From an optimization exercise on the open Yosys and OpenROAD flow, aimed at small area; shortcuts taken in it are not production practice.
Function was checked by simulation only, so behaviour that the tests miss may differ from the original. The clock port is modelled as an ideal driver; clocking choices that lean on that would not hold on a real chip.

==> inputs of run a <==
// hb_decim
module hb_decim (
    input  wire        clk,
    input  wire        rst,       
    input  wire        vin,
    input  wire [31:0] x,         
    output wire        vout,
    output wire [31:0] y          
);
    wire step = vin & ~rst;
    reg        par;             
    reg  [4:0] h;               
    always @(posedge clk) begin
        if (rst) begin
            par <= 1'b0;
            h   <= 5'd0;
        end else if (vin) begin
            par <= ~par;
            if (par && !h[4])
                h <= h + 5'd1;
        end
    end
    reg [15:0] xi;
    reg [15:0] e [0:29];
    reg [15:0] q [0:14];
    reg [15:0] f [0:31];
    wire [15:0] a0  = par ? xi : x[15:0];
    wire [15:0] qin = par ? x[15:0] : xi;
    wire [16*15-1:0] taps;
    genvar j;
    generate
        for (j = 1; j < 16; j = j + 1) begin : tp
            assign taps[16*(j-1) +: 16] = e[2*j-1];
        end
    endgenerate
    wire [15:0] r;
    scalar_stage stage (.h(h), .tap0(a0), .taps(taps), .ctr(q[14]), .r(r));
    integer i;
    always @(posedge clk) begin
        if (step) begin
            xi   <= x[31:16];
            e[0] <= a0;
            for (i = 1; i < 30; i = i + 1) e[i] <= e[i-1];
            q[0] <= qin;
            for (i = 1; i < 15; i = i + 1) q[i] <= q[i-1];
            f[0] <= r;
            for (i = 1; i < 32; i = i + 1) f[i] <= f[i-1];
        end
    end
    assign y    = {f[30], f[31]};
    assign vout = step & ~par & h[4];
endmodule
==> flow/config.mk <==
export PLATFORM = sky130hd
export DESIGN_NAME = hb_decim
export DESIGN_NICKNAME = hb_decim
export VERILOG_FILES = /design/flow/design.v
export SDC_FILE = /design/flow/constraint.sdc
export NUM_CORES = 4
export LEC_CHECK = 0
export CAP_MARGIN = 20
export CORE_MARGIN = 2
export CORE_UTILIZATION = 55
export SLEW_MARGIN = 20
export SYNTH_HIERARCHICAL = 1
==> flow/constraint.sdc <==
create_clock -name core_clock -period 20.0 [get_ports {clk}]
set_input_delay 4.0000 -clock core_clock [delete_from_list [all_inputs] [get_ports {clk}]]
set_output_delay 4.0000 -clock core_clock [all_outputs]
set_load 0.01 [all_outputs]
standard.sh (not shown) runs the stock make flow with config.mk's settings and CLKGATE_MAP_FILE= SYNTH_SCRIPT=/design/flow/synth_recipe.tcl, a recipe that flattens the netlist after the stock synthesis.
==> flow/flow/run.sh <==
#!/bin/bash
# The standard layout (standard.sh: the ORFS flow, standard synthesis),
# with two ORFS variables set: the clock tree is built from clkbuf_16 leaf
# clusters of up to 30 sinks within 100 um and without dummy loads, and the
# port buffers use the smallest buffer cell.
set -e
export CTS_ARGS="-sink_clustering_enable -repair_clock_nets -dont_use_dummy_load -sink_clustering_size 30 -sink_clustering_max_diameter 100 -buf_list sky130_fd_sc_hd__clkbuf_16"
export BUFFER_PORTS_ARGS="-buffer_cell sky130_fd_sc_hd__buf_1"
bash standard.sh > standard.log 2>&1
==> run b (differences from run a) <==
==> flow/run.sh (new file) <==
#!/bin/bash
# synth_recipe.tcl (not shown) runs the flow's synth.tcl, then flattens the netlist and writes it again
# the make line also repeats each setting of config.mk as NAME=value (left out here)
make -C /OpenROAD-flow-scripts/flow DESIGN_CONFIG=/design/flow/config.mk WORK_HOME=/design/flow/orfs CLKGATE_MAP_FILE= SYNTH_SCRIPT=/design/flow/synth_recipe.tcl finish
--- a/flow/config.mk
+++ b/flow/config.mk
@@ -9,4 +9,7 @@
 export CORE_MARGIN = 2
 export CORE_UTILIZATION = 55
+export CTS_BUF_LIST = sky130_fd_sc_hd__clkbuf_16
+export CTS_CLUSTER_DIAMETER = 100
+export CTS_CLUSTER_SIZE = 30
 export SLEW_MARGIN = 20
 export SYNTH_HIERARCHICAL = 1
removed: flow/flow/run.sh
removed: flow/standard.sh
==> flow_summary.ini <==
[placed_design]
place_area_um2 = 55940
dp.cells = 3969

[layout]
final_layout_size_suffix_gt1_frac = 0.04958
multi_input_area_share = 0.2721
n_clock_buffer = 48

[drt]
wirelength_mm = 103.5

[setup_path]
crit_arrival_ns = 18.75
worst_ep_required_time_ns = 20.37
r2r_slack_ns = 1.62

[sta]
clock_skew_ns = 0.05922
hold_ws_ns = 0.3958

[global_route]
grt.total_usage = 0.2121

[run_status]
status = timing/DRC/antenna clean

[hold_path]
min-delay-start = q[6][6]

[pwr]
power.switching_mw = 1.861
the above is filed under run a

==> flow_summary.ini <==
[layout]
n_clock_buffer = 50
final_layout_size_suffix_gt1_frac = 0.05187
multi_input_area_share = 0.2691

[setup_path]
r2r_slack_ns = 1.50
worst_ep_required_time_ns = 20.42

[placed_design]
place_area_um2 = 56350
dp.cells = 3965

[sta]
clock_skew_ns = 0.03071
hold_ws_ns = 0.3935

[global_route]
grt.total_usage = 0.2107

[run_status]
status = timing/DRC/antenna clean
the above is filed under run b

-- separate check: timing with driven ports --
The flow's constraints put no driver on any port. The routed layouts listed below were extracted and timed again, unchanged, in two steps. Step 1 sets driving cells, clkbuf_16 on the clock port and buf_2 on the other inputs (assumed; they add their load-dependent delay and slew). Step 2 also shifts input and output timing later by t, the mid clock arrival at the registers, as if the neighbouring blocks saw the same clock. a / b / c = ideal / step 1 / step 2; a / b = the first two.
run | shift t [ns] | setup WS [ns] | worst setup path at the end | latest minus earliest clock arrival (ns) | slew at the worst register clock pin (ns)
run a | 0.703 | 1.615 / 1.615 / 1.294 | input to register | 0.060 / 0.059 | 0.11 / 0.11
run b | 0.739 | 1.496 / 1.496 / 0.876 | input to register | 0.042 / 0.042 | 0.11 / 0.11
After both steps setup and hold are still met in every run listed. For run b, which loses most, drivers alone change the setup slack by 0.000 ns; drivers and shift together by -0.620 ns.
